From an optimization exercise on the open Yosys and OpenROAD flow, aimed at small area, a short achievable clock period and few clock cycles per item; shortcuts taken in it are not production practice. Where RTL was checked, it was by simulation tests only, not by an equivalence proof against the original. Only the layout flow was run in runs 1 and 2; the RTL was not checked for function there. No activity file was given, so power comes from the tool's default toggle rates.

==> design/flow/design.v <==
module beep_env_div (
  input            clk,
  input            first,    
  input            step,     
  input            cbit,     
  input      [7:0] d,
  output reg [7:0] rem,
  output reg       qb
);
  wire [7:0] rem_in = first ? 8'd0 : rem;
  wire [8:0] rem_sh = {rem_in, cbit};
  wire [9:0] diff   = {1'b0, rem_sh} - {2'b0, d};
  wire       qbit   = ~diff[9];
  always @(posedge clk) begin
    if (step) begin
      rem <= qbit ? diff[7:0] : rem_sh[7:0];
      qb  <= qbit;
    end
  end
endmodule
module beep_env (
  input             clk,
  input             rst,
  input             start,
  input      [31:0] env,         
  input      [31:0] gain,        
  output reg        ready,
  output reg        done,
  output reg        lut_we,
  output     [7:0]  lut_addr,
  output     [15:0] lut_data
);
  localparam [2:0] P_IDLE = 3'd0,
                   P_INIT = 3'd1,
                   P_RL   = 3'd2,
                   P_SU   = 3'd3,
                   P_DC   = 3'd4,
                   P_AT   = 3'd5;
  localparam [1:0] K_R = 2'd0, K_D = 2'd1, K_A = 2'd2;
  reg [2:0]  ph;
  reg [7:0]  atk, dec, sus, relp;    
  reg [8:0]  de;        
  reg [23:0] g;
  reg        gbig;
  reg        suNE;      
  reg [8:0]  i;         
  reg [23:0] acc;       
  reg        asat;      
  reg [23:0] qg;        
  reg        qsat;
  reg [7:0]  r;         
  reg        cn;        
  reg [1:0]  dk;        
  reg        jb, jr;    
  reg [3:0]  jc;        
  reg        pr;        
  wire [7:0] sep  = ~relp;
  wire       dcNE = |dec;
  wire       atNE = |atk;
  wire       nA   = |atk[7:1];
  wire [2:0] fin  = atNE ? P_AT : dcNE ? P_DC : suNE ? P_SU : P_RL;
  reg        last;
  wire js_d = (ph == P_RL) & last & (dk == K_R) & dcNE;
  wire js_a = nA & (((ph == P_RL) & last & (dk == K_R) & ~dcNE) |
                    ((ph == P_DC) & last & (dk == K_D)));
  wire js   = js_d | js_a;
  wire [1:0] dke  = js_d ? K_D : js_a ? K_A : dk;
  wire [7:0] dsel = (dke == K_R) ? relp : (dke == K_D) ? dec : atk;
  wire       sbit = sus[~jc[2:0] | {3{js}}];
  wire       cbit = (dke == K_A) | (sbit ^ (dke == K_D));
  wire [7:0] rem;
  wire       qb;
  wire       hz   = js | (jb & (jc == 4'd0));    
  wire       hstp = jb & ~hz;             
  beep_env_div u_div (
    .clk   (clk),
    .first (hz),
    .step  (js | (jb & ~jc[3])),
    .cbit  (cbit),
    .d     (dsel),
    .rem   (rem),
    .qb    (qb)
  );
  wire [8:0] rsum = {1'b0, r} + {1'b0, rem};
  wire [9:0] rdif = {1'b0, rsum} - {2'b0, dsel};
  wire       rc   = ~rdif[9];
  wire [7:0] rnxt = rc ? rdif[7:0] : rsum[7:0];
  wire [23:0] ax   = hstp ? qg : acc;
  wire        zb   = hstp ? qb : cn;
  wire [25:0] asum = {2'b0, ax} + {2'b0, qg} + (zb ? {2'b0, g} : 26'd0);
  wire        aovf = asum[25] | asum[24] | (zb & gbig);
  reg        adv;       
  reg        enter;     
  reg        fini;      
  reg [2:0]  np;        
  wire       jok      = jr | (jb & jc == 4'd8);    
  wire [2:0] after_rl = suNE ? P_SU : dcNE ? P_DC : P_AT;
  wire [2:0] after_su = dcNE ? P_DC : P_AT;
  wire       ok_at    = ~nA | ((dk == K_A) & jok);
  always @* begin
    adv   = 1'b0;
    enter = 1'b0;
    fini  = 1'b0;
    np    = ph;
    case (ph)
      P_INIT: begin
        np = P_RL;
        enter = 1'b1;
        adv = jok;
      end
      P_RL, P_SU, P_DC, P_AT:
        if (!last) adv = 1'b1;
        else if (ph == fin) fini = 1'b1;
        else begin
          enter = 1'b1;
          np = (ph == P_RL) ? after_rl : (ph == P_SU) ? after_su : P_AT;
          adv = (np == P_SU) | (np == P_DC & pr) | (np == P_AT & ok_at);
        end
      default: ;
    endcase
  end
  wire       zero_n = enter & ((np == P_RL) | (np == P_AT));    
  wire       step_n = ~zero_n & ((np == P_RL) | (np == P_DC) | (np == P_AT));
  wire [8:0] i_pm   = (ph == P_AT) ? i + 9'd1 : i - 9'd1;
  reg  [8:0] inx;
  reg        we_n;
  always @* begin
    if (!enter) begin
      inx  = i_pm;
      we_n = (ph == P_RL) ? (i > de) : (ph == P_DC) ? ~(i[8] & |i[7:0]) : 1'b1;
    end else case (np)
      P_RL:    begin inx = 9'd255;             we_n = ~de[8]; end
      P_SU:    begin inx = {1'b0, sep - 8'd1}; we_n = 1'b1; end
      P_DC:    begin inx = de - 9'd1;          we_n = ~(de[8] & |de[7:0]); end
      default: begin inx = 9'd0;               we_n = 1'b1; end
    endcase
  end
  wire [7:0] atm1 = atk - 8'd1;
  reg  [8:0] stop;
  always @* begin
    case (np)
      P_RL:    stop = {1'b0, sep};
      P_SU:    stop = de;
      P_DC:    stop = {1'b0, atk};
      default: stop = {1'b0, atm1};
    endcase
  end
  wire last_n = (inx == stop);
  wire [8:0] de_c = {1'b0, atk} + {1'b0, dec};
  assign lut_addr = i[7:0];
  assign lut_data = acc[23:8] | {16{asat}};
  always @(posedge clk) begin
    if (ready) begin
      atk  <= env[7:0];
      dec  <= env[15:8];
      sus  <= env[23:16];
      relp <= {env[31:25], env[24] | ~|env[31:25]};
      g    <= gain[23:0];
      gbig <= |gain[31:24];
      dk   <= K_R;
      jb   <= 1'b1;
      jr   <= 1'b0;
      jc   <= 4'd0;
      pr   <= 1'b0;
    end else begin
      if (ph == P_INIT) begin
        de   <= de_c;
        suNE <= de_c < {1'b0, sep};
      end
      if (jb) begin
        jc <= jc + 4'd1;
        if (jc == 4'd8) begin
          jb <= 1'b0;
          jr <= 1'b1;
        end
      end
      if (hz) begin
        qg   <= 24'd0;
        qsat <= 1'b0;
      end else if (hstp) begin
        qg   <= asum[23:0];
        qsat <= qsat | aovf;
      end
      if (js) begin
        dk <= dke;
        jb <= 1'b1;
        jr <= 1'b0;
        jc <= 4'd1;
      end
      if (js_d) begin
        r  <= dec - 8'd1;
        pr <= 1'b0;
      end else if ((dk == K_D) & jr & ~pr) begin
        r  <= rnxt;
        cn <= rc;
        pr <= 1'b1;
      end
      if (adv) begin
        i    <= inx;
        last <= last_n;
        if (zero_n) begin
          acc  <= 24'd0;
          asat <= 1'b0;
          r    <= rem;
          cn   <= 1'b0;
        end else if (step_n) begin
          acc  <= asum[23:0];
          asat <= asat | qsat | aovf;
          r    <= rnxt;
          cn   <= rc;
        end
      end
    end
    if (rst) begin
      ph     <= P_IDLE;
      ready  <= 1'b1;
      done   <= 1'b0;
      lut_we <= 1'b0;
    end else if (ready) begin
      done   <= 1'b0;
      lut_we <= 1'b0;
      if (start) begin
        ph    <= P_INIT;
        ready <= 1'b0;
      end
    end else if (fini) begin
      done   <= 1'b1;
      lut_we <= 1'b0;
      ph     <= P_IDLE;
      ready  <= 1'b1;
    end else if (adv) begin
      lut_we <= we_n;
      ph     <= np;
    end
  end
endmodule
==> design/flow/run.sh <==
#!/bin/bash
# synth_recipe.tcl (not shown) runs the flow's synth.tcl, then flattens the netlist and writes it again
# the make line also repeats each setting of config.mk as NAME=value (left out here)
make -C /OpenROAD-flow-scripts/flow DESIGN_CONFIG=/design/flow/config.mk WORK_HOME=/design/flow/orfs CLKGATE_MAP_FILE= SYNTH_SCRIPT=/design/flow/synth_recipe.tcl finish
==> design/flow/config.mk <==
export PLATFORM = sky130hd
export DESIGN_NAME = beep_env
export DESIGN_NICKNAME = beep_env
export VERILOG_FILES = /design/flow/design.v
export SDC_FILE = /design/flow/constraint.sdc
export NUM_CORES = 4
export LEC_CHECK = 0
export CAP_MARGIN = 20
export CORE_MARGIN = 2
export CORE_UTILIZATION = 40
export PLACE_DENSITY = 0.6
export SETUP_SLACK_MARGIN = 5
export SLEW_MARGIN = 20
==> design/flow/constraint.sdc <==
create_clock -name core_clock -period 10.0 [get_ports {clk}]
set_input_delay 2.0000 -clock core_clock [delete_from_list [all_inputs] [get_ports {clk}]]
set_output_delay 2.0000 -clock core_clock [all_outputs]
set_load 0.01 [all_outputs]
==> results.yml, run 1 <==
synth:
  syn_inst: 1149
  synth.distinct_cells: 84
  synth_area_per_cell_um2: 10.2
  ys_seq_area_share_pct: 39.6
  ys_top_cells_by_area: "edfxtp_1, ha_1, fa_1"
  yosysMostFrequentCell: "edfxtp_1"
  synthesis.area_mm2: 0.0118
  synth_nets: 1330
  synth_commonest_cells: "edfxtp_1, nor2_1, ha_1, a21oi_1, inv_1"
  synth_ff_type: "edfxtp_1"
  synth_warnings: 2
  synth_top_area_share_pct: 37.0
  yosys_register_bits: 160
  async_reset_ff_share_pct: 0
  synth_edf_count: 145
  synth_area_leader_cell: "edfxtp_1"
die:
  fp.dieH_um: 175
  ios: 94
  rows: 62
  core_area_mm2: 0.0289
  die_w_um: 175
  start_util_pct: 40.7
  dieArea_mm2: 0.0308
pwr:
  p_leak_nw: 5.54
  power_density_mw_per_mm2: 166
  peakVddDrop_uv: 130
  finalPower_w: 0.00238
timing:
  rsz0062_at_grt: "yes"
  worstMarginPinSlew_ps: 1080
  fin_crit_ps: 4910
  period_share_pct: 49.1
  setup_ws_ps: 5090
  drv_slew: 0
  fmax_ghz: 0.204
  setup_tns_ps: 0
  finalHoldViolCount: 0
  fin_skew_ps: 8.85
  setup_viol: 0
  slew_headroom_pct: 27.8
critical_path:
  cp-start-kind: "flop"
  path_class: "flop to flop"
  setup.worst_path.end_class: "flop"
  worstPathArrival_ps: 5060
  cp_max_fo: 6
  required_ps: 10160
drt:
  avgViaCountPerCell: 5.45
  drtIter0Drc: 611
  ant_nets: 0
  vias: 9094
  wl_per_cell_um: 18.1
  drcViolationCount: 0
  drt_first_pass_iters: 5
  routed_wl_um: 30200
clock_network:
  clk_pin_slew_ps: 70
  htree_levels: 4
  cts_buffers: 17
  cts_tree: "yes"
  cts_num_sinks: 160
  cts-root-buf: "clkbuf_16"
  clock_latency_ps: 430
  cts_max_path_buffers: 2
place:
  io_buffer_count: 93
  gp_congestion: 0.857
  hpwl_um: 21600
  dp_worst_setup_slack_ps: 3090
  place_area_mm2: 0.0131
run:
  cap_violations: 0
outcome:
  outcome: "finished clean"
grt:
  grt_max_degree: 44
  grt_usage_pct: 19.7
  grt_pass1_wl_um: 47900
  grt-ovfl-total: 0
  grt_pass1_vias: 8894
  antenna_found_initial: 0
final_layout:
  diodes: 0
  final_util_pct: 49.8
  drive_above_1_share_pct: 17.5
  postLayoutCellArea_mm2: 0.0144
  final_nets: 1452
  syn2layout_area_growth_pct: 22.3
  fill_cells: 2624
min_path:
  min_path_type: "flop to flop"
==> sequential cells by signal, indices dropped and copies added (netlist names), 2 cells and up <==
signal,cells
qg,24
u_div.rem,8
i,9
g,24
r,8
dec,8
acc,24
de,9
atk,8
sus,8
dk,2
jc,4
relp,8
ph,3
==> metal layers <==
| metal | GRT usage [%] | up-vias | share of wire, % |
|---|---|---|---|
| met3 | 2.88 | 35 | 4.6 |
| met4 | 5.13 | 0 | 1.7 |
| li1 | - | 4430 | - |
| met5 | 0 | - | 0 |
| met1 | 27.8 | 4387 | 48 |
| met2 | 31.7 | 242 | 46 |
==> where the power goes <==
part / leakage [nW] / internal, W / switching, W
Clock: 0.282 / 0.000381 / 0.000290
Combinational: 3.72 / 0.000392 / 0.000456
Sequential: 1.54 / 0.000817 / 0.0000472
==> worst max-delay path, stage by stage (launching register included) <==
cell and delay, ps:
edfxtp_1 490, nor3_4 310, nand4b_1 230, a21oi_2 190, buf_6 130, o21a_4 160
nand2_8 80, mux2i_4 370, nor2b_2 80, fa_1 490, ha_2 180, inv_2 40
fa_2 350, nor2b_1 130, o21a_1 180, o21ai_2 100, a21oi_4 170, o211ai_1 130
a31o_2 300, a21oi_4 170, a31oi_1 110, xor2_1 190, nor2_1 50
==> logic make-up after synthesis <==
kind of cell               Yosys count  share of synthesized area, %
xor gates and xnor gates            79                          6.05
DFF                                160                          39.6
adders and majority gates          114                          14.1
muxes                               51                          4.84
buffers and inverters              106                          3.87
and+or+nand+nor                    357                          15.5
AOI/OAI and AO/OA                  282                          16.1
==> final timing paths <==
kind / cells after the start / end / slack (ps) / startpoint
max: 22 / qg[23]$_SDFFCE_PP0P_ / 5090 / atk[7]$_DFFE_PP_
min: 2 / lut_we$_SDFFE_PP0P_ / 470 / lut_we$_SDFFE_PP0P_
max reg2reg: 22 / qg[23]$_SDFFCE_PP0P_ / 5090 / atk[7]$_DFFE_PP_
min reg2reg: 2 / lut_we$_SDFFE_PP0P_ / 470 / lut_we$_SDFFE_PP0P_
==> through the flow <==
step,std cells,hold slack [ps]
2_1_floorplan,1149,478
3_3_place_gp,1589,483
3_5_place_dp,1589,477
4_1_cts,1643,486
5_1_grt,1668,516
6_report,1668,471
==> timing repair <==
action,in CTS,in global routing
hold buffers,0,0
resized for setup,40,33
pin swaps,10,27
buffers inserted,20,24
cloned,2,1
setup endpoints to repair,66,36
==> cells in the final DEF (no fill, tap or decap), drive strengths merged, types with 6 or more instances in the layout <==
cell | synthesis | layout
edfxtp | 145 | 145
clkdlybuf4s50 | 0 | 93
a211oi | 13 | 13
dfxtp | 15 | 15
nor2b | 43 | 43
xor2 | 25 | 25
buf | 17 | 50
nand2 | 61 | 62
or2 | 23 | 23
mux2i | 16 | 17
a31oi | 7 | 7
clkbuf | 26 | 21
o21ai | 63 | 63
a21o | 20 | 20
a21oi | 81 | 81
nand3 | 23 | 23
o21a | 17 | 17
and2 | 12 | 12
mux2 | 34 | 34
inv | 63 | 68
a22o | 7 | 7
fa | 30 | 30
or3 | 6 | 6
o21bai | 7 | 7
nand4 | 7 | 7
nand2b | 19 | 19
xnor2 | 54 | 54
nor2 | 107 | 107
o22ai | 11 | 11
ha | 84 | 84
nor3 | 31 | 31
o211ai | 11 | 11
nor4 | 6 | 6
and3 | 6 | 6
==> layout make-up <==
type                            count  area (um^2)  area share [%]
Tap cell                          384          480            3.34
Sequential cell                   160         4660            32.5
Timing Repair Buffer              144         1360            9.49
Multi-Input combinational cell    885         7030            48.9
Inverter                           63          236            1.65
Clock buffer                       20          447            3.11
Clock inverter                     12          149            1.04
==> run 2: changes to the inputs <==
==> design/flow/flow/run.sh (new file) <==
#!/bin/bash
set -euo pipefail
export SETUP_SLACK_MARGIN=${MARGIN:-6}
bash standard.sh > standard_flow.log 2>&1
==> design/flow/standard.sh (new file) <==
#!/bin/bash
# synth_recipe.tcl (not shown) runs the flow's synth.tcl, then flattens the netlist and writes it again
# the make line also repeats each setting of config.mk as NAME=value (left out here)
make -C /OpenROAD-flow-scripts/flow DESIGN_CONFIG=/design/flow/config.mk WORK_HOME=/design/flow/orfs CLKGATE_MAP_FILE= SYNTH_SCRIPT=/design/flow/synth_recipe.tcl "${@:-finish}"
--- a/design/flow/config.mk
+++ b/design/flow/config.mk
@@ -11,3 +11,2 @@
 export PLACE_DENSITY = 0.6
-export SETUP_SLACK_MARGIN = 5
 export SLEW_MARGIN = 20
removed: design/flow/run.sh
==> run 2 against run 1 <==
Effect of this change: die area unchanged; final cell count up 3.5%; non-clock buffer count is 57 higher; hold slack improved by 24 ps; highest routed layer unchanged; total power rose by 5.5%; still clean on timing, DRC and antenna; critical path depth fell by 1; clock skew rose by 2.5 ps; fmax grew 3.7%.
==> results.yml, run 2 <==
place:
  place_area_mm2: 0.0131
  dp_worst_setup_slack_ps: 3300
  gp_congestion: 0.895
  io_buffer_count: 93
  hpwl_um: 21700
critical_path:
  reg2regPathDepth: 21
  required_ps: 10180
  cp_common_cell: "a21oi_4"
  r2r_end: "asat$_SDFFCE_PP0P_"
  r2r_setup_slack_ps: 5270
  crit_end: "asat$_SDFFCE_PP0P_"
  setup.worst_path.end_class: "flop"
  worstSetupStartpoint: "dec[1]$_DFFE_PP_"
  path_class: "flop to flop"
  worstPathArrival_ps: 4910
  reg2reg_from: "dec[1]$_DFFE_PP_"
  cp_slowest_cell: "fa_2"
  cp-start-kind: "flop"
  cp_slowest_stage_delay_ps: 580
  path_cells: "inv_2 > ha_4 > nor4b_4 > a21oi_4 > a21oi_4 > o21a_4 > buf_4 > buf_4 > nand2_8 > mux2_4 > fa_2 > ha_4 > a21o_1 > a21oi_4 > nand3b_1 > o211ai_1 > a31o_2 > a21oi_4 > a41o_1 > o21ai_2 > a31oi_1"
  cp_max_fo: 13
timing:
  hold_slack_ps: 496
  fin_crit_ps: 4730
  drv_slew: 0
  setup_viol: 0
  period_share_pct: 47.3
  setup_tns_ps: 0
  finalHoldViolCount: 0
  slew_headroom_pct: 34.9
  fin_skew_ps: 11.3
  fmax_ghz: 0.211
  worstMarginPinSlew_ps: 962
  setup_ws_ps: 5270
  rsz0062_at_grt: "yes"
clock_network:
  cts_buffers: 17
  cts_num_sinks: 160
  cts-root-buf: "clkbuf_16"
  cts_tree: "yes"
  cts_max_path_buffers: 2
  clk_pin_slew_ps: 70
  htree_levels: 4
  clock_latency_ps: 440
grt:
  grt_usage_pct: 21.2
  grt_pass1_vias: 9323
  grt-ovfl-total: 0
  grt_max_degree: 53
  grt_pass1_wl_um: 50800
  antenna_found_initial: 0
die:
  die_w_um: 175
  rows: 62
  start_util_pct: 40.7
  fp.dieH_um: 175
  ios: 94
  dieArea_mm2: 0.0308
  core_area_mm2: 0.0289
final_layout:
  drive_above_1_share_pct: 26.3
  mostFrequentLayoutCells: "edfxtp_1, nor2_1, clkdlybuf4s50_1"
  final_util_pct: 53.4
  diodes: 0
  fill_cells: 2532
  top_regs: "acc: 24 flops, g: 24 flops, qg: 24 flops"
  layout_commonest_cell: "edfxtp_1"
  postLayoutCellArea_mm2: 0.0154
  syn2layout_area_growth_pct: 31.0
  final_nets: 1511
drt:
  avgViaCountPerCell: 5.54
  ant_nets: 0
  wl_per_cell_um: 18.9
  drtIter0Drc: 727
  drt_first_pass_iters: 5
  routed_wl_um: 32700
  vias: 9574
  drcViolationCount: 0
synth:
  yosys_register_bits: 160
  synth_nets: 1330
  yosysMostFrequentCell: "edfxtp_1"
  synth_commonest_cells: "edfxtp_1, nor2_1, ha_1, a21oi_1, inv_1"
  synth_edf_count: 145
  synth_ff_type: "edfxtp_1"
  synth_top_area_share_pct: 37.0
  ys_seq_area_share_pct: 39.6
  synthesis.area_mm2: 0.0118
  ys_top_cells_by_area: "edfxtp_1, ha_1, fa_1"
  syn_inst: 1149
  synth_area_per_cell_um2: 10.2
  async_reset_ff_share_pct: 0
  synth_area_leader_cell: "edfxtp_1"
  synth.distinct_cells: 84
  synth_warnings: 2
pwr:
  p_leak_nw: 5.99
  peakVddDrop_uv: 136
  power_density_mw_per_mm2: 163
run:
  cap_violations: 0
outcome:
  outcome: "finished clean"
min_path:
  min_path_type: "flop to flop"
run 2: area by class of cell:
| type | instances | area, um^2 | share of cell area, % |
|---|---|---|---|
| timing repair buffer | 201 | 1860 | 12.1 |
| clock buffer | 17 | 425 | 2.76 |
| multi-input combinational | 887 | 7600 | 49.3 |
| inverter | 63 | 236 | 1.54 |
| clock inverter | 15 | 133 | 0.861 |
| sequential | 160 | 4670 | 30.3 |
| tap | 384 | 480 | 3.12 |
run 2: what timing repair did:
item / 4_1_cts / 5_1_grt
hold buffers: 0 / 0
pin swaps: 71 / 41
gates cloned: 4 / 0
endpoints found under the setup margin: 106 / 87
gates resized for setup: 122 / 69
buffers inserted: 71 / 30
run 2: power breakdown:
part	internal, W	leakage, nW	switching (W)
logic	0.000494	4.17	0.000522
clock network	0.000345	0.272	0.000294
registers	0.000817	1.54	0.0000438
total	0.00166	5.99	0.000860
run 2: how the worst min path moves through the flow:
stage                                    from  cells past startpoint                   to  slack, ps
final                     lut_we$_SDFFE_PP0P_                      2  lut_we$_SDFFE_PP0P_        500
after global placement    lut_we$_SDFFE_PP0P_                      2  lut_we$_SDFFE_PP0P_        490
after floorplan           lut_we$_SDFFE_PP0P_                      2  lut_we$_SDFFE_PP0P_        480
after CTS                 lut_we$_SDFFE_PP0P_                      2  lut_we$_SDFFE_PP0P_        490
after global routing      lut_we$_SDFFE_PP0P_                      2  lut_we$_SDFFE_PP0P_        520
after detailed placement  lut_we$_SDFFE_PP0P_                      2  lut_we$_SDFFE_PP0P_        480
run 2: worst max-delay path, delay by kind of cell, from the launching register on:
| family | cells | cell delay (ps) |
|---|---|---|
| muxes | 1 | 370 |
| and+or+nand+nor | 3 | 540 |
| DFF | 1 | 400 |
| buffers and inverters | 3 | 360 |
| AOI/OAI and AO/OA | 11 | 1840 |
| adders and majority gates | 3 | 940 |
run 2: cell families (layout without fill, tap and decap cells):
kind of cell	after synthesis	after routing	synth area share (%)
adder cells (fa/ha/maj)	114	114	14.1
AND/OR/NAND/NOR	357	359	15.5
AO/OA/AOI/OAI	282	283	16.1
XOR/XNOR	79	79	6.05
buffers and inverters	106	296	3.87
flip-flops	160	160	39.6
multiplexers	51	52	4.84
run 2: metal layers:
layer,up-vias,track usage (%),wire [um]
li1,4546,-,-
met1,4676,30.3,15100
met2,303,32.6,15100
met3,49,4.22,1900
met4,0,6.16,576
met5,-,0,0
run 2: stage by stage:
| step | std cells | power [W] |
|---|---|---|
| 2_1_floorplan | 1149 | 0.00146 |
| 3_3_place_gp | 1590 | 0.00163 |
| 3_5_place_dp | 1590 | 0.00164 |
| 4_1_cts | 1697 | 0.00243 |
| 5_1_grt | 1727 | 0.00267 |
| 6_report | 1727 | 0.00252 |
==> run 3: changes to the inputs <==
--- a/design/flow/design.v
+++ b/design/flow/design.v
@@ -41,7 +41,11 @@
   reg [7:0]  atk, dec, sus, relp;    
-  reg [8:0]  de;        
   reg [23:0] g;
   reg        gbig;
+  reg [8:0]  de;        
   reg        suNE;      
+  reg        dcNE;      
+  reg        atNE;      
+  reg        nA;        
   reg [8:0]  i;         
+  reg        last;      
   reg [23:0] acc;       
@@ -55,21 +59,12 @@
   reg [3:0]  jc;        
+  reg        hm;        
   reg        pr;        
   wire [7:0] sep  = ~relp;
-  wire       dcNE = |dec;
-  wire       atNE = |atk;
-  wire       nA   = |atk[7:1];
   wire [2:0] fin  = atNE ? P_AT : dcNE ? P_DC : suNE ? P_SU : P_RL;
-  reg        last;
-  wire js_d = (ph == P_RL) & last & (dk == K_R) & dcNE;
-  wire js_a = nA & (((ph == P_RL) & last & (dk == K_R) & ~dcNE) |
-                    ((ph == P_DC) & last & (dk == K_D)));
-  wire js   = js_d | js_a;
-  wire [1:0] dke  = js_d ? K_D : js_a ? K_A : dk;
-  wire [7:0] dsel = (dke == K_R) ? relp : (dke == K_D) ? dec : atk;
-  wire       sbit = sus[~jc[2:0] | {3{js}}];
-  wire       cbit = (dke == K_A) | (sbit ^ (dke == K_D));
+  wire [7:0] dsel = (dk == K_R) ? relp : (dk == K_D) ? dec : atk;
+  wire       sbit = sus[~jc[2:0]];
+  wire       cbit = (dk == K_A) | (sbit ^ (dk == K_D));
   wire [7:0] rem;
   wire       qb;
-  wire       hz   = js | (jb & (jc == 4'd0));    
-  wire       hstp = jb & ~hz;             
+  wire       hz = jb & (jc == 4'd0);    
   beep_env_div u_div (
@@ -77,3 +72,3 @@
     .first (hz),
-    .step  (js | (jb & ~jc[3])),
+    .step  (jb & ~jc[3]),
     .cbit  (cbit),
@@ -87,4 +82,4 @@
   wire [7:0] rnxt = rc ? rdif[7:0] : rsum[7:0];
-  wire [23:0] ax   = hstp ? qg : acc;
-  wire        zb   = hstp ? qb : cn;
+  wire [23:0] ax   = hm ? qg : acc;
+  wire        zb   = hm ? qb : cn;
   wire [25:0] asum = {2'b0, ax} + {2'b0, qg} + (zb ? {2'b0, g} : 26'd0);
@@ -148,5 +143,9 @@
   wire last_n = (inx == stop);
-  wire [8:0] de_c = {1'b0, atk} + {1'b0, dec};
+  wire lrl  = adv & last_n & (np == P_RL);
+  wire ldc  = adv & last_n & (np == P_DC);
+  wire js_d = lrl & dcNE;
+  wire js_a = nA & ((lrl & ~dcNE) | ldc);
   assign lut_addr = i[7:0];
   assign lut_data = acc[23:8] | {16{asat}};
+  wire [8:0] de_c = {1'b0, atk} + {1'b0, dec};
   always @(posedge clk) begin
@@ -163,2 +162,3 @@
       jc   <= 4'd0;
+      hm   <= 1'b0;
       pr   <= 1'b0;
@@ -168,3 +168,7 @@
         suNE <= de_c < {1'b0, sep};
-      end
+        dcNE <= |dec;
+        atNE <= |atk;
+        nA   <= |atk[7:1];
+      end
+      hm <= jb & ~jc[3];
       if (jb) begin
@@ -179,3 +183,3 @@
         qsat <= 1'b0;
-      end else if (hstp) begin
+      end else if (hm) begin
         qg   <= asum[23:0];
@@ -183,10 +187,9 @@
       end
-      if (js) begin
-        dk <= dke;
+      if (js_d | js_a) begin
+        dk <= js_d ? K_D : K_A;
         jb <= 1'b1;
         jr <= 1'b0;
-        jc <= 4'd1;
+        jc <= 4'd0;
       end
       if (js_d) begin
-        r  <= dec - 8'd1;
         pr <= 1'b0;
@@ -212,2 +215,4 @@
       end
+      if (js_d)
+        r <= dec - 8'd1;
     end
==> design/flow/flow/run.sh (replaced) <==
#!/bin/bash
# Standard ORFS layout; the port buffers are the platform's smallest buffer
# instead of the delay buffer buffer_ports picks on its own.
set -euo pipefail
export BUFFER_PORTS_ARGS="-buffer_cell sky130_fd_sc_hd__buf_1"
bash standard.sh > standard_flow.log 2>&1
--- a/design/flow/config.mk
+++ b/design/flow/config.mk
@@ -7,3 +7,3 @@
 export LEC_CHECK = 0
-export CAP_MARGIN = 20
+export CAP_MARGIN = 0
 export CORE_MARGIN = 2
@@ -11,2 +11,3 @@
 export PLACE_DENSITY = 0.6
-export SLEW_MARGIN = 20
+export SETUP_SLACK_MARGIN = 5
+export SLEW_MARGIN = 0
==> run 3 against run 2 <==
Effect of this change: combinational power rose by 4%; flip-flop and latch count rose by 4; total power rose by 5.0%; sequential share of layout area rose by 6.2 points; fmax rose by 3.7%; hold slack improved by 1.8 ps; non-clock buffer count fell by 100; synthesized area rose by 0.93%; critical path depth fell by 5; critical path type unchanged; critical endpoint is now acc[23]$_SDFFCE_PP0P_.
==> results.yml, run 3 <==
critical_path:
  worstPathArrival_ps: 4760
  setup.worst_path.end_class: "flop"
  path_class: "flop to flop"
  required_ps: 10200
  cp-start-kind: "flop"
  cp_max_fo: 25
grt:
  grt-ovfl-total: 0
  grt_pass1_vias: 8512
  grt_max_degree: 53
  grt_usage_pct: 18.6
  grt_pass1_wl_um: 45300
  antenna_found_initial: 0
synth:
  synth_ff_type: "edfxtp_1"
  syn_inst: 1121
  synth_top_area_share_pct: 37.5
  async_reset_ff_share_pct: 0
  synth_nets: 1303
  synth.distinct_cells: 89
  synth_area_per_cell_um2: 10.6
  synthesis.area_mm2: 0.0119
  synth_area_leader_cell: "edfxtp_1"
  yosys_register_bits: 164
  yosysMostFrequentCell: "edfxtp_1"
  ys_seq_area_share_pct: 40.2
  synth_warnings: 2
  synth_commonest_cells: "edfxtp_1, nor2_1, ha_1, a21oi_1, nand2_1"
  synth_edf_count: 148
  ys_top_cells_by_area: "edfxtp_1, ha_1, fa_1"
place:
  io_buffer_count: 93
  gp_congestion: 0.837
  hpwl_um: 20700
clock_network:
  cts_tree: "yes"
  clock_latency_ps: 450
  cts_buffers: 17
  clk_pin_slew_ps: 70
  cts_hold_buf: 0
  cts_max_path_buffers: 2
  cts-root-buf: "clkbuf_16"
  htree_levels: 4
  cts_num_sinks: 164
  post-cts-setup-buffers: 0
final_layout:
  layout_commonest_cell: "edfxtp_1"
  top_regs: "acc: 24 flops, g: 24 flops, qg: 24 flops"
  drive_above_1_share_pct: 9.70
  mostFrequentLayoutCells: "edfxtp_1, nor2_1, buf_1"
  multiInputGateArea_mm2: 0.00660
  diodes: 0
  ff_latch_area_mm2: 0.00477
  final_nets: 1375
  fill_cells: 2794
  syn2layout_area_growth_pct: 10.0
die:
  ios: 94
  die_w_um: 176
  rows: 63
  dieArea_mm2: 0.0311
  core_area_mm2: 0.0294
  fp.dieH_um: 176
  start_util_pct: 40.3
drt:
  drcViolationCount: 0
  drt_first_pass_iters: 5
  avgViaCountPerCell: 5.37
  wl_per_cell_um: 17.4
  drtIter0Drc: 620
  vias: 8570
  routed_wl_um: 27800
  ant_nets: 0
min_path:
  min_path_type: "flop to flop"
timing:
  slew_headroom_pct: 18.8
  fin_crit_ps: 4560
  hold_slack_ps: 498
  drv_slew: 0
  fin_skew_ps: 15.7
  worstMarginPinSlew_ps: 1210
  period_share_pct: 45.6
  finalHoldViolCount: 0
  rsz0062_at_grt: "no"
  fmax_ghz: 0.219
  setup_viol: 0
  setup_tns_ps: 0
pwr:
  peakVddDrop_uv: 146
  p_leak_nw: 4.98
  power_density_mw_per_mm2: 202
outcome:
  outcome: "finished clean"
run:
  cap_violations: 0
run 3: changes by cell type in the layout (fill, tap and decap cells not counted), moves of 10 or more:
cell	delta
buf_1	+93
nor2b_1	+10
buf_6	-12
ha_4	-13
ha_1	+16
buf_4	-82
clkdlybuf4s50_1	-93
mux2i_1	+23
a21oi_2	-10
o22ai_1	-10
o21ai_0	+14
run 3: cell families after synthesis:
logic type	Yosys count	share of synthesized area [%]
and+or+nand+nor	338	14.5
adders and majority gates	115	14.0
DFF	164	40.2
muxes	64	5.94
xor gates and xnor gates	82	6.05
AOI/OAI and AO/OA	255	14.9
buffers and inverters	103	4.42
run 3: layer usage:
| layer | track usage [%] | vias up | routed length [um] |
|---|---|---|---|
| li1 | - | 4222 | - |
| met1 | 25.8 | 4107 | 13200 |
| met2 | 29.6 | 190 | 12900 |
| met3 | 3.17 | 51 | 1190 |
| met4 | 6.34 | 0 | 592 |
| met5 | 0 | - | 0 |
run 3: where the power goes:
group          switching (W)  internal, W  leakage (nW)  total, W
Combinational       0.000598     0.000460          3.13   0.00106
Clock               0.000297     0.000370         0.278  0.000667
Sequential         0.0000590     0.000857          1.57  0.000916
Total               0.000955      0.00169          4.98   0.00264
run 3: timing repair:
item | in CTS | in global routing
resized for setup | 0 | 2
endpoints found under the setup margin | 0 | 9
hold endpoints to repair | 0 | 0
run 3: worst paths after layout:
| kind | startpoint | slack, ps | cells after the start | end |
|---|---|---|---|---|
| hold reg to reg | lut_we$_SDFFE_PP0P_ | 500 | 2 | lut_we$_SDFFE_PP0P_ |
| setup / recovery | hm$_SDFF_PP0_ | 5440 | 16 | acc[23]$_SDFFCE_PP0P_ |
| hold / removal | lut_we$_SDFFE_PP0P_ | 500 | 2 | lut_we$_SDFFE_PP0P_ |
| setup reg to reg | hm$_SDFF_PP0_ | 5440 | 16 | acc[23]$_SDFFCE_PP0P_ |
run 3: critical path, stage by stage (launching register included):
cell	delay [ps]
dfxtp_1	360
buf_4	390
mux2_2	400
fa_1	490
ha_1	160
inv_1	60
fa_1	400
nor2b_1	130
o21a_1	130
o21ai_0	110
a2111oi_1	460
o211ai_1	210
o21ai_0	260
a21o_1	150
a21o_1	150
a31oi_1	140
mux2_2	300
run 3: through the flow:
stage / instance area, um^2 / total power (W) / instances / utilization [%] / setup slack [ps]
after global placement: 12500 / 0.00197 / 1564 / 42.4 / 5470
after detailed placement: 12500 / 0.00199 / 1564 / 42.4 / 5360
final: 13100 / 0.00264 / 1596 / 44.4 / 5440
after CTS: 13000 / 0.00266 / 1596 / 44.4 / 5310
after floorplan: 11900 / 0.00176 / 1121 / - / 5630
after global routing: 13100 / 0.00285 / 1596 / 44.4 / 5060
run 3: area by class of cell:
type,instances,share of cell area [%]
Sequential cell,164,36.5
Multi-Input combinational cell,854,50.6
Clock buffer,17,3.26
Timing Repair Buffer,101,3.13
Inverter,55,1.58
Tap cell,390,3.74
Clock inverter,15,1.17
Testbench counts of run 3, summed over its fixed seeds: cycles 26,122, builds 96.
==> run 4: changes to the inputs <==
--- a/design/flow/config.mk
+++ b/design/flow/config.mk
@@ -10,2 +10,3 @@
 export CORE_UTILIZATION = 40
+export CTS_BUF_LIST = sky130_fd_sc_hd__clkbuf_8
 export PLACE_DENSITY = 0.6
==> run 4 against run 3 <==
Effect of this change: largest cell class unchanged; highest routed layer unchanged; total power shrank 6.4%; still clean; critical path depth decreased by 2; routed wire length is 0.12% lower.
==> results.yml, run 4 <==
timing:
  setup_viol: 0
  slew_headroom_pct: 19.8
  setup_tns_ps: 0
  fmax_ghz: 0.218
  finalHoldViolCount: 0
  worstMarginPinSlew_ps: 1200
  rsz0062_at_grt: "no"
  fin_skew_ps: 23.5
  fin_crit_ps: 4580
  setup_ws_ps: 5420
  drv_slew: 0
  period_share_pct: 45.8
clock_network:
  clock_latency_ps: 490
  cts_tree: "yes"
  cts_max_path_buffers: 2
  cts_num_sinks: 164
  cts_hold_buf: 0
  cts_buffers: 17
  htree_levels: 4
  clk_pin_slew_ps: 100
  cts-root-buf: "clkbuf_8"
drt:
  drt_first_pass_iters: 5
  vias: 8576
  routed_wl_um: 27800
  drtIter0Drc: 717
  avgViaCountPerCell: 5.37
  ant_nets: 0
  drcViolationCount: 0
  wl_per_cell_um: 17.4
critical_path:
  r2r_end: "r[2]$_DFFE_PN_"
  path_cells: "nor2b_2 > nand2_1 > ha_1 > nor2b_1 > o2111a_1 > nor3_1 > or3b_2 > a31o_2 > xor2_1 > and4bb_1 > nand4_4 > nor4_2 > buf_4 > mux2i_1"
  worstPathArrival_ps: 4910
  cp_slowest_stage_delay_ps: 630
  r2r_setup_slack_ps: 5420
  path_class: "flop to flop"
  cp_slowest_cell: "dfxtp_1"
  reg2regPathDepth: 14
  required_ps: 10330
  reg2reg_from: "ph[2]$_SDFFE_PP0P_"
  cp_max_fo: 12
  setup.worst_path.end_class: "flop"
  cp-start-kind: "flop"
die:
  ios: 94
  rows: 63
  start_util_pct: 40.3
  die_w_um: 176
  core_area_mm2: 0.0294
  fp.dieH_um: 176
  dieArea_mm2: 0.0311
synth:
  async_reset_ff_share_pct: 0
  synth.distinct_cells: 89
  synth_edf_count: 148
  synth_top_area_share_pct: 37.5
  ys_seq_area_share_pct: 40.2
  synth_ff_type: "edfxtp_1"
  synth_area_leader_cell: "edfxtp_1"
  syn_inst: 1121
  synth_nets: 1303
  synth_area_per_cell_um2: 10.6
  synthesis.area_mm2: 0.0119
  ys_top_cells_by_area: "edfxtp_1, ha_1, fa_1"
  yosys_register_bits: 164
  synth_commonest_cells: "edfxtp_1, nor2_1, ha_1, a21oi_1, nand2_1"
  synth_warnings: 2
  yosysMostFrequentCell: "edfxtp_1"
grt:
  antenna_found_initial: 0
  grt-ovfl-total: 0
  grt_max_degree: 53
  grt_pass1_wl_um: 45100
  grt_usage_pct: 18.5
  grt_pass1_vias: 8523
min_path:
  min_path_type: "flop to flop"
  hold_start: "lut_we$_SDFFE_PP0P_"
  worstHoldEndpoint: "lut_we$_SDFFE_PP0P_"
  hold_path_depth: 2
place:
  hpwl_um: 20700
  place_area_mm2: 0.0125
  gp_congestion: 0.837
  dp_worst_setup_slack_ps: 5360
  io_buffer_count: 93
outcome:
  outcome: "finished clean"
final_layout:
  fill_cells: 2816
  top_regs: "acc: 24 flops, g: 24 flops, qg: 24 flops"
  mostFrequentLayoutCells: "edfxtp_1, nor2_1, buf_1"
  layout_commonest_cell: "edfxtp_1"
  syn2layout_area_growth_pct: 8.41
  postLayoutCellArea_mm2: 0.0129
  diodes: 0
  final_nets: 1375
  drive_above_1_share_pct: 9.70
pwr:
  power_density_mw_per_mm2: 192
  p_leak_nw: 4.89
  peakVddDrop_uv: 97.9
run:
  cap_violations: 0
==> run 4: cell count changes in the layout (fill, tap and decap cells not counted) <==
cell,before,now
clkbuf_8,0,17
clkbuf_16,17,0
==> run 4: layout make-up <==
type,count,area (um^2),area share (%)
multi-input combinational,854,6600,51.3
sequential,164,4770,37.1
tap,390,488,3.79
timing repair buffer,101,409,3.18
clock buffer,17,234,1.82
inverter,55,206,1.61
clock inverter,15,153,1.19
==> run 4: logic make-up (layout without fill, tap and decap cells) <==
| kind of cell | Yosys count | in the layout | share of synthesized area [%] |
|---|---|---|---|
| and+or+nand+nor | 338 | 338 | 14.5 |
| AOI/OAI and AO/OA | 255 | 255 | 14.9 |
| DFF | 164 | 164 | 40.2 |
| adders and majority gates | 115 | 115 | 14.0 |
| buffers and inverters | 103 | 188 | 4.42 |
| xor gates and xnor gates | 82 | 82 | 6.05 |
| muxes | 64 | 64 | 5.94 |
==> run 4: critical path: cells and delay by family, from the launching register on <==
family	cells	cell delay, ps
multiplexers	1	210
AND/OR/NAND/NOR	8	2200
flip-flops	1	630
buffers and inverters	1	260
XOR/XNOR	1	160
AO/OA/AOI/OAI	2	500
adder cells (fa/ha/maj)	1	460
==> run 4: worst max path at each step <==
stage                       start               endpoint  cells past startpoint
2_1_floorplan       hm$_SDFF_PP0_  acc[23]$_SDFFCE_PP0P_                     16
3_3_place_gp        hm$_SDFF_PP0_  acc[23]$_SDFFCE_PP0P_                     16
3_5_place_dp        hm$_SDFF_PP0_  acc[23]$_SDFFCE_PP0P_                     16
4_1_cts             hm$_SDFF_PP0_  acc[23]$_SDFFCE_PP0P_                     16
5_1_grt             hm$_SDFF_PP0_  acc[23]$_SDFFCE_PP0P_                     16
6_report       ph[2]$_SDFFE_PP0P_         r[2]$_DFFE_PN_                     14
==> run 4: per-layer routing <==
metal	global-route usage [%]	wire, um	up-vias
li1	-	-	4215
met1	25.7	13200	4116
met2	29.5	12900	209
met3	3.45	1240	36
met4	5.61	465	0
met5	0	0	-
==> run 4: through the flow <==
step	util, %	cells	hold slack [ps]	power (W)
after global routing	43.7	1596	549	0.00268
after floorplan	-	1121	492	0.00176
final	43.7	1596	501	0.00247
after global placement	42.4	1564	477	0.00197
after detailed placement	42.4	1564	497	0.00199
after CTS	43.7	1596	511	0.00249
==> run 4: timing repair <==
action | in CTS | in global routing
setup buffers | 0 | 0
endpoints found under the setup margin | 0 | 9
gates resized for setup | 0 | 2
==> run 4: where the power goes <==
group	internal (W)	switching, W	leakage [nW]
registers	0.000856	0.0000592	1.57
clock network	0.000224	0.000275	0.191
logic	0.000460	0.000598	3.13
==> run 5: changes to the inputs <==
--- a/design/flow/config.mk
+++ b/design/flow/config.mk
@@ -9,5 +9,5 @@
 export CORE_MARGIN = 2
-export CORE_UTILIZATION = 40
+export CORE_UTILIZATION = 65
 export CTS_BUF_LIST = sky130_fd_sc_hd__clkbuf_8
-export PLACE_DENSITY = 0.6
+export PLACE_DENSITY = 0.85
 export SETUP_SLACK_MARGIN = 5
==> run 5 against run 4 <==
Effect of this change: still clean on timing, DRC and antenna; fmax fell by 2.3%; core utilization is 27 points higher; design area is 1.4% lower; combinational power about the same; synthesized area stayed put; first-iteration DRC count down 17%; register-to-register slack lost 110 ps; total power is 1.1% higher; routed wire length decreased by 3.2%; critical path type unchanged; largest cell class unchanged.
==> results.yml, run 5 <==
outcome:
  outcome: "finished clean"
synth:
  async_reset_ff_share_pct: 0
  ys_top_cells_by_area: "edfxtp_1, ha_1, fa_1"
  synth.distinct_cells: 89
  synth_commonest_cells: "edfxtp_1, nor2_1, ha_1, a21oi_1, nand2_1"
  synth_edf_count: 148
  yosysMostFrequentCell: "edfxtp_1"
  synth_nets: 1303
  synth_ff_type: "edfxtp_1"
  synthesis.area_mm2: 0.0119
  synth_warnings: 2
  synth_top_area_share_pct: 37.5
  ys_seq_area_share_pct: 40.2
  synth_area_leader_cell: "edfxtp_1"
  yosys_register_bits: 164
  syn_inst: 1121
  synth_area_per_cell_um2: 10.6
timing:
  setup_ws_ps: 5310
  fmax_ghz: 0.213
  setup_viol: 0
  drv_slew: 0
  fin_skew_ps: 15.9
  worstMarginPinSlew_ps: 1180
  setup_tns_ps: 0
  fin_crit_ps: 4690
  slew_headroom_pct: 21.4
  period_share_pct: 46.9
  finalHoldViolCount: 0
  rsz0062_at_grt: "no"
critical_path:
  cp_slowest_cell: "a21oi_1"
  reg2reg_from: "u_div.rem[0]$_DFFE_PP_"
  cp-start-kind: "flop"
  cp_slowest_stage_delay_ps: 940
  cp_max_fo: 10
  worstSetupStartpoint: "u_div.rem[0]$_DFFE_PP_"
  required_ps: 10220
  cp_top_family: "compound AO/OA/AOI/OAI gates"
  cp_common_cell: "a21oi_1"
  worstPathArrival_ps: 4900
  path_class: "flop to flop"
  setup.worst_path.end_class: "flop"
  worstPathBufferInverterCount: 0
  path_cells: "ha_1 > fa_1 > a21o_1 > a21oi_1 > o21bai_1 > a21oi_1 > xnor2_1 > ha_1 > or3_1 > o21ai_0 > a21oi_1 > a21oi_1 > mux2i_1 > o21ai_0 > a22oi_1 > mux2i_1"
pwr:
  finalPower_w: 0.00250
  p_leak_nw: 4.90
  peakVddDrop_uv: 144
  power_density_mw_per_mm2: 197
clock_network:
  clk_pin_slew_ps: 90
  cts-root-buf: "clkbuf_8"
  cts_num_sinks: 164
  cts_tree: "yes"
  cts_hold_buf: 0
  cts_buffers: 17
  clock_latency_ps: 470
  htree_levels: 4
  cts_max_path_buffers: 2
die:
  rows: 49
  ios: 94
  die_w_um: 139
  dieArea_mm2: 0.0193
  start_util_pct: 66.0
  fp.dieH_um: 139
  core_area_mm2: 0.0180
place:
  io_buffer_count: 93
  dp_worst_setup_slack_ps: 5360
  place_area_mm2: 0.0123
  gp_congestion: 0.939
  hpwl_um: 19900
final_layout:
  drive_above_1_share_pct: 9.95
  top_regs: "acc: 24 flops, g: 24 flops, qg: 24 flops"
  final_nets: 1375
  fill_cells: 1286
  syn2layout_area_growth_pct: 6.87
  postLayoutCellArea_mm2: 0.0127
  final_util_pct: 70.6
  mostFrequentLayoutCells: "edfxtp_1, nor2_1, buf_1"
  layout_commonest_cell: "edfxtp_1"
  diodes: 0
  ff_latch_area_mm2: 0.00477
  multiInputGateArea_mm2: 0.00660
drt:
  ant_nets: 0
  drt_first_pass_iters: 5
  routed_wl_um: 26900
  drtIter0Drc: 597
  wl_per_cell_um: 18.7
  avgViaCountPerCell: 6.20
  drcViolationCount: 0
  vias: 8893
min_path:
  hold_start: "lut_we$_SDFFE_PP0P_"
  min_path_type: "flop to flop"
grt:
  antenna_found_initial: 0
  grt_pass1_vias: 8965
  grt_max_degree: 71
  grt_pass1_wl_um: 44000
  grt-ovfl-total: 0
  grt_usage_pct: 28.3
run:
  cap_violations: 0
-- run 5: cell counts after synthesis --
Identical to the previous run, type by type.
-- run 5: cell families (layout without fill, tap and decap cells) --
family / count (synthesis) / count (layout) / share of synthesized area (%)
and+or+nand+nor: 338 / 338 / 14.5
adders and majority gates: 115 / 115 / 14.0
buffers and inverters: 103 / 188 / 4.42
DFF: 164 / 164 / 40.2
AOI/OAI and AO/OA: 255 / 255 / 14.9
muxes: 64 / 64 / 5.94
xor gates and xnor gates: 82 / 82 / 6.05
-- run 5: layout make-up --
class,instances,share of cell area (%)
Multi-Input combinational cell,854,52.1
Sequential cell,164,37.6
Timing Repair Buffer,101,3.23
Tap cell,229,2.26
Clock buffer,17,1.85
Inverter,55,1.63
Clock inverter,15,1.35
-- run 5: worst min-delay path, delay by kind of cell (launching register included) --
family | cells | cell delay, ps
DFF | 1 | 340
AOI/OAI and AO/OA | 1 | 80
and+or+nand+nor | 1 | 60
-- run 5: worst paths after layout --
check	end	cells after the start	slack, ps
worst max-delay path	r[3]$_DFFE_PN_	16	5310
worst min-delay path	lut_we$_SDFFE_PP0P_	2	530
worst max register to register	r[3]$_DFFE_PN_	16	5310
worst min register to register	lut_we$_SDFFE_PP0P_	2	530
-- run 5: where the power goes --
part / internal, W / total, W / switching (W)
logic: 0.000463 / 0.00109 / 0.000626
clock network: 0.000229 / 0.000497 / 0.000268
registers: 0.000856 / 0.000915 / 0.0000582
-- run 5: metrics by stage --
step                hold slack [ps]  instances
global route                    545       1435
finish                          529       1435
detailed placement              513       1403
floorplan                       492       1121
CTS                             525       1435
global placement                487       1403
-- run 5: what timing repair did --
| action | 4_1_cts | 5_1_grt |
|---|---|---|
| buffers inserted | 0 | 0 |
| setup endpoints to repair | 0 | 2 |
| resized for setup | 0 | 2 |
-- run 5: per-layer routing --
layer  GRT usage, %  wire length [um]  share of wire (%)
met1           37.4             11300                 42
met2           47.1             13100                 49
met3           5.70              1830                6.8
met4           9.46               624                2.3
met5              0                 0                  0
==> run 6: changes to the inputs <==
--- a/design/flow/config.mk
+++ b/design/flow/config.mk
@@ -9,5 +9,6 @@
 export CORE_MARGIN = 2
-export CORE_UTILIZATION = 65
+export CORE_UTILIZATION = 50
 export CTS_BUF_LIST = sky130_fd_sc_hd__clkbuf_8
-export PLACE_DENSITY = 0.85
+export GPL_TIMING_DRIVEN = 0
+export PLACE_DENSITY = 0.7
 export SETUP_SLACK_MARGIN = 5
==> run 6 against run 5 <==
Effect of this change: sequential share of layout area fell by 1.1 points; design area rose by 3.1%; routed wire length rose by 2.0%; register-to-register slack barely moved; still clean on timing, DRC and antenna; critical path depth rose by 1; fmax rose by 0.30%; combinational power barely moved; core utilization fell by 15 points; clock skew rose by 3.2 ps.
==> results.yml, run 6 <==
outcome:
  outcome: "finished clean"
final_layout:
  mostFrequentLayoutCells: "edfxtp_1, nor2_1, buf_1"
  fill_cells: 2099
  layout_commonest_cell: "edfxtp_1"
  diodes: 0
  top_regs: "acc: 24 flops, g: 24 flops, qg: 24 flops"
  drive_above_1_share_pct: 11.4
  final_util_pct: 55.9
  final_nets: 1418
  syn2layout_area_growth_pct: 10.2
  layoutNonFillerInstCount: 1568
drt:
  drcViolationCount: 0
  wl_per_cell_um: 17.5
  drt_first_pass_iters: 5
  vias: 8773
  ant_nets: 0
  drtIter0Drc: 700
  avgViaCountPerCell: 5.60
  routed_wl_um: 27400
synth:
  synth_warnings: 2
  synth_area_per_cell_um2: 10.6
  synth_commonest_cells: "edfxtp_1, nor2_1, ha_1, a21oi_1, nand2_1"
  async_reset_ff_share_pct: 0
  yosysMostFrequentCell: "edfxtp_1"
  synth_area_leader_cell: "edfxtp_1"
  ys_top_cells_by_area: "edfxtp_1, ha_1, fa_1"
  synth_ff_type: "edfxtp_1"
  ys_seq_area_share_pct: 40.2
  yosys_register_bits: 164
  synth.distinct_cells: 89
  synth_top_area_share_pct: 37.5
  synth_nets: 1303
  syn_inst: 1121
  synthesis.area_mm2: 0.0119
  synth_edf_count: 148
min_path:
  hold_path_depth: 2
  worstHoldEndpoint: "lut_we$_SDFFE_PP0P_"
  min_path_type: "flop to flop"
  hold_start: "lut_we$_SDFFE_PP0P_"
die:
  die_w_um: 158
  dieArea_mm2: 0.0250
  core_area_mm2: 0.0234
  fp.dieH_um: 158
  ios: 94
  start_util_pct: 50.7
  rows: 56
grt:
  grt_pass1_wl_um: 43800
  grt_max_degree: 63
  grt_pass1_vias: 8534
  antenna_found_initial: 0
  grt_usage_pct: 22.6
  grt-ovfl-total: 0
clock_network:
  cts_max_path_buffers: 2
  cts_buffers: 17
  cts-root-buf: "clkbuf_8"
  cts_num_sinks: 164
  cts_hold_buf: 0
  cts_tree: "yes"
  clk_pin_slew_ps: 90
  clock_latency_ps: 470
  htree_levels: 4
place:
  io_buffer_count: 93
  dp_worst_setup_slack_ps: 4270
  hpwl_um: 20700
  placedCellCount: 1534
  gp_congestion: 0.928
pwr:
  p_leak_nw: 5.04
  peakVddDrop_uv: 97.5
  power_density_mw_per_mm2: 189
timing:
  fin_skew_ps: 19.1
  setup_viol: 0
  hold_slack_ps: 482
  drv_slew: 0
  slew_headroom_pct: 22.8
  period_share_pct: 46.7
  rsz0062_at_grt: "no"
  fmax_ghz: 0.214
  worstMarginPinSlew_ps: 1160
  setup_tns_ps: 0
  finalHoldViolCount: 0
  setup_ws_ps: 5330
  fin_crit_ps: 4670
critical_path:
  reg2reg_from: "hm$_SDFF_PP0_"
  cp-start-kind: "flop"
  path_cells: "clkbuf_2 > mux2i_4 > buf_12 > clkbuf_2 > nor2b_1 > fa_1 > ha_1 > clkbuf_1 > o21a_1 > o21ai_1 > a2111oi_2 > o211ai_1 > o21ai_1 > a21o_1 > a21o_1 > a31oi_1 > mux2_2"
  cp_max_fo: 10
  r2r_setup_slack_ps: 5330
  worstPathArrival_ps: 4890
  worstPathBufferInverterCount: 4
  required_ps: 10220
  cp_slowest_stage_delay_ps: 490
  r2r_end: "acc[23]$_SDFFCE_PP0P_"
  setup.worst_path.end_class: "flop"
  cp_slowest_cell: "fa_1"
  reg2regPathDepth: 17
  path_class: "flop to flop"
  cp_top_family: "compound AO/OA/AOI/OAI gates"
run:
  cap_violations: 0
run 6: changes by cell type in the layout (fill, tap and decap cells not counted), sizes merged:
cell      change
inv           +1
bufinv        -1
clkinvlp      +1
buf          +15
clkbuf       +28
clkinv        -1
run 6: timing repair:
item,in CTS,in global routing
endpoints found under the setup margin,18,14
setup buffers,0,2
cloned,0,0
gates resized for setup,6,6
run 6: metrics by stage:
stage	power [W]	area (um^2)
floorplan	0.00176	11900
global placement	0.00195	12600
detailed placement	0.00198	12600
CTS	0.00247	13000
global route	0.00266	13100
finish	0.00247	13100
run 6: worst register-to-register path: cells and delay by family (launching register included):
family / cells / cell delay [ps]
mux: 2 / 670
fa+ha+maj: 2 / 790
simple gates: 1 / 110
compound gates: 8 / 1730
buf+inv: 4 / 830
flops: 1 / 310
run 6: report_power, final:
part | internal [W] | switching [W] | total [W]
combinational | 0.000469 | 0.000609 | 0.00108
sequential | 0.000856 | 0.0000596 | 0.000916
clock | 0.000202 | 0.000275 | 0.000478
run 6: per-layer routing:
layer / track usage, % / up-vias / wire length [um] / share of wire (%)
met5: 0 / - / 0 / 0
met4: 4.80 / 0 / 330 / 1.2
met3: 3.23 / 26 / 1290 / 4.7
met2: 37.0 / 242 / 12900 / 47
met1: 32.1 / 4196 / 12900 / 47
li1: - / 4309 / - / -
run 6: layout make-up:
class	count	area, um^2	share of cell area (%)
timing repair buffer	96	384	2.94
multi-input combinational	854	6620	50.6
inverter	55	206	1.58
sequential	164	4770	36.5
clock inverter	15	143	1.09
buffer	48	323	2.47
tap	319	399	3.05
clock buffer	17	234	1.79
run 6: worst max-delay path by stage:
stage                           start               endpoint  slack [ps]  cells after the start
2_1_floorplan           hm$_SDFF_PP0_  acc[23]$_SDFFCE_PP0P_        5630                     16
3_3_place_gp            hm$_SDFF_PP0_  acc[23]$_SDFFCE_PP0P_        4230                     16
3_5_place_dp            hm$_SDFF_PP0_  acc[23]$_SDFFCE_PP0P_        4270                     16
4_1_cts                 hm$_SDFF_PP0_  acc[23]$_SDFFCE_PP0P_        5060                     16
5_1_grt        u_div.rem[0]$_DFFE_PP_         r[5]$_DFFE_PN_        5040                     16
6_report                hm$_SDFF_PP0_  acc[23]$_SDFFCE_PP0P_        5330                     17
run 6: kinds of logic after synthesis:
logic type | after synthesis | synth area share, %
buf+inv | 103 | 4.42
mux | 64 | 5.94
fa+ha+maj | 115 | 14.0
simple gates | 338 | 14.5
flops | 164 | 40.2
compound gates | 255 | 14.9
xor+xnor | 82 | 6.05
==> run 7: changes to the inputs <==
==> design/flow/flow/run.sh (replaced) <==
#!/bin/bash
set -euo pipefail
export BUFFER_PORTS_ARGS="-buffer_cell sky130_fd_sc_hd__buf_1"
export SETUP_SLACK_MARGIN=6
bash standard.sh > standard_flow.log 2>&1
--- a/design/flow/config.mk
+++ b/design/flow/config.mk
@@ -9,7 +9,5 @@
 export CORE_MARGIN = 2
-export CORE_UTILIZATION = 50
+export CORE_UTILIZATION = 40
 export CTS_BUF_LIST = sky130_fd_sc_hd__clkbuf_8
-export GPL_TIMING_DRIVEN = 0
-export PLACE_DENSITY = 0.7
-export SETUP_SLACK_MARGIN = 5
+export PLACE_DENSITY = 0.6
 export SLEW_MARGIN = 0
==> run 7 against run 6 <==
Effect of this change: non-clock buffer count decreased by 7; still clean; routed wire length increased by 6.3%; final cell count rose by 4.2%; largest cell class unchanged; critical endpoint unchanged; combinational power is 19% higher.
==> results.yml, run 7 <==
grt:
  grt-ovfl-total: 0
  grt_pass1_wl_um: 46400
  antenna_found_initial: 1
  grt_max_degree: 41
  grt_usage_pct: 19.1
  grt_pass1_vias: 8933
critical_path:
  crit_end: "acc[23]$_SDFFCE_PP0P_"
  reg2regPathDepth: 16
  path_cells: "buf_12 > mux2_2 > fa_1 > ha_2 > inv_2 > fa_2 > nor2b_1 > o21a_1 > o21ai_4 > a2111oi_4 > o211ai_1 > o21ai_1 > a21o_1 > a21o_1 > a31oi_4 > mux2_2"
  cp-start-kind: "flop"
  worstPathArrival_ps: 4300
  cp_slowest_cell: "fa_1"
  required_ps: 10250
  worstSetupStartpoint: "hm$_SDFF_PP0_"
  cp_max_fo: 6
  setup.worst_path.end_class: "flop"
  r2r_setup_slack_ps: 5940
  r2r_end: "acc[23]$_SDFFCE_PP0P_"
  path_class: "flop to flop"
  reg2reg_from: "hm$_SDFF_PP0_"
  cp_slowest_stage_delay_ps: 530
min_path:
  min_path_type: "flop to flop"
timing:
  finalHoldViolCount: 0
  setup_viol: 0
  fin_skew_ps: 27.4
  rsz0062_at_grt: "yes"
  drv_slew: 0
  hold_slack_ps: 508
  worstMarginPinSlew_ps: 1110
  setup_tns_ps: 0
  fmax_ghz: 0.246
  slew_headroom_pct: 25.9
  fin_crit_ps: 4060
  period_share_pct: 40.6
synth:
  synth_ff_type: "edfxtp_1"
  synth.distinct_cells: 89
  synthesis.area_mm2: 0.0119
  syn_inst: 1121
  async_reset_ff_share_pct: 0
  ys_seq_area_share_pct: 40.2
  synth_warnings: 2
  yosys_register_bits: 164
  ys_top_cells_by_area: "edfxtp_1, ha_1, fa_1"
  synth_top_area_share_pct: 37.5
  synth_nets: 1303
  synth_commonest_cells: "edfxtp_1, nor2_1, ha_1, a21oi_1, nand2_1"
  synth_area_per_cell_um2: 10.6
  yosysMostFrequentCell: "edfxtp_1"
  synth_edf_count: 148
  synth_area_leader_cell: "edfxtp_1"
final_layout:
  top_regs: "acc: 24 flops, g: 24 flops, qg: 24 flops"
  ff_latch_area_mm2: 0.00478
  final_util_pct: 46.1
  syn2layout_area_growth_pct: 14.3
  layoutNonFillerInstCount: 1634
  multiInputGateArea_mm2: 0.00691
  layout_commonest_cell: "edfxtp_1"
  final_nets: 1412
  fill_cells: 2801
  drive_above_1_share_pct: 17.0
  mostFrequentLayoutCells: "edfxtp_1, nor2_1, buf_1"
drt:
  routed_wl_um: 29200
  drt_first_pass_iters: 5
  drcViolationCount: 0
  drtIter0Drc: 574
  vias: 8787
  wl_per_cell_um: 17.9
  ant_nets: 0
  avgViaCountPerCell: 5.38
pwr:
  p_leak_nw: 5.16
  power_density_mw_per_mm2: 199
  peakVddDrop_uv: 113
clock_network:
  cts_buffers: 17
  cts_max_path_buffers: 2
  cts-root-buf: "clkbuf_8"
  htree_levels: 4
  cts_tree: "yes"
  clock_latency_ps: 500
  clk_pin_slew_ps: 90
  cts_hold_buf: 0
  cts_num_sinks: 164
die:
  fp.dieH_um: 176
  ios: 94
  core_area_mm2: 0.0294
  start_util_pct: 40.3
  dieArea_mm2: 0.0311
  rows: 63
  die_w_um: 176
place:
  io_buffer_count: 93
  placedCellCount: 1563
  gp_congestion: 0.864
  hpwl_um: 20600
outcome:
  outcome: "finished clean"
run:
  cap_violations: 0
run 7: cell counts after synthesis:
No cell type changed its count.
run 7: through the flow:
step                worst slack [ps]  power, W  cell area, um^2
floorplan                       6000   0.00176            11900
global placement                5080   0.00196            12500
detailed placement              4880   0.00199            12500
CTS                             5980   0.00260            13200
global route                    5770   0.00289            13600
finish                          5940   0.00269            13600
run 7: cell families (layout without fill, tap and decap cells):
family | count (synthesis) | in the layout | synth area share, %
xor+xnor | 82 | 82 | 6.05
mux | 64 | 65 | 5.94
other cells | 0 | 1 | 0
compound gates | 255 | 255 | 14.9
fa+ha+maj | 115 | 115 | 14.0
simple gates | 338 | 338 | 14.5
buf+inv | 103 | 224 | 4.42
flops | 164 | 164 | 40.2
run 7: power by group:
part	leakage [nW]	internal, W	switching (W)
sequential	1.57	0.000856	0.0000622
clock	0.193	0.000211	0.000288
combinational	3.40	0.000593	0.000682
run 7: area by class of cell:
cell class	instances	area share, %
Multi-Input combinational cell	855	50.9
Clock inverter	14	1.10
Antenna cell	1	0.0185
Sequential cell	164	35.3
Timing Repair Buffer	137	5.73
Inverter	55	1.52
Tap cell	390	3.60
Clock buffer	18	1.83
run 7: worst min-delay path by stage:
stage | slack, ps | from | end | cells after the start
2_1_floorplan | 490 | lut_we$_SDFFE_PP0P_ | lut_we$_SDFFE_PP0P_ | 2
3_5_place_dp | 490 | done$_SDFFE_PP0P_ | done$_SDFFE_PP0P_ | 2
3_3_place_gp | 480 | lut_we$_SDFFE_PP0P_ | lut_we$_SDFFE_PP0P_ | 2
4_1_cts | 500 | done$_SDFFE_PP0P_ | done$_SDFFE_PP0P_ | 2
6_report | 510 | done$_SDFFE_PP0P_ | done$_SDFFE_PP0P_ | 2
5_1_grt | 530 | lut_we$_SDFFE_PP0P_ | lut_we$_SDFFE_PP0P_ | 2
run 7: critical path, delay by kind of cell (launching register included):
family,cells,cell delay [ps]
buffers and inverters,2,160
adders and majority gates,3,1080
muxes,2,640
AOI/OAI and AO/OA,8,1460
and+or+nand+nor,1,130
DFF,1,370
run 7: what timing repair did:
item                       CTS  global route
setup buffers               17            18
setup endpoints to repair   61            75
pin swaps                   10            29
resized for setup           34            52
gates cloned                 2             1
run 7: per-layer routing:
layer	track usage, %	part of all wire [%]	vias to the layer above
li1	-	-	4305
met3	3.40	4.4	46
met5	0	0	-
met2	30.4	46	210
met1	26.0	47	4226
met4	7.47	2.6	0

[static timing again, ports no longer ideal]
No port has a modelled driver above. Below, the same layouts with a new extraction and two added sets of constraints. Step 1 assumes that a clkbuf_16 drives the clock port and a buf_2 every other input. Step 2 moves the port delays by t, midway between the first and last clock arrival at a register: inputs arrive t later, outputs are due t later. That takes back most of the time a late clock gives input paths. a / b / c = ideal ports / drivers / drivers and shift; a / b = the first two.
run | shift t [ns] | setup WS [ns] | worst register clock-pin slew, ns
run 1 | 0.474 | 5.094 / 5.094 / 5.094 | 0.07 / 0.07
run 2 | 0.488 | 5.268 / 5.268 / 5.268 | 0.07 / 0.07
run 3 | 0.493 | 5.436 / 5.436 / 5.436 | 0.08 / 0.08
run 4 | 0.526 | 5.420 / 5.420 / 5.420 | 0.11 / 0.11
run 5 | 0.505 | 5.314 / 5.314 / 5.314 | 0.10 / 0.10
run 6 | 0.506 | 5.328 / 5.328 / 5.328 | 0.10 / 0.10
run 7 | 0.532 | 5.942 / 5.942 / 5.942 | 0.11 / 0.11
After both steps setup and hold are still met in every run listed.
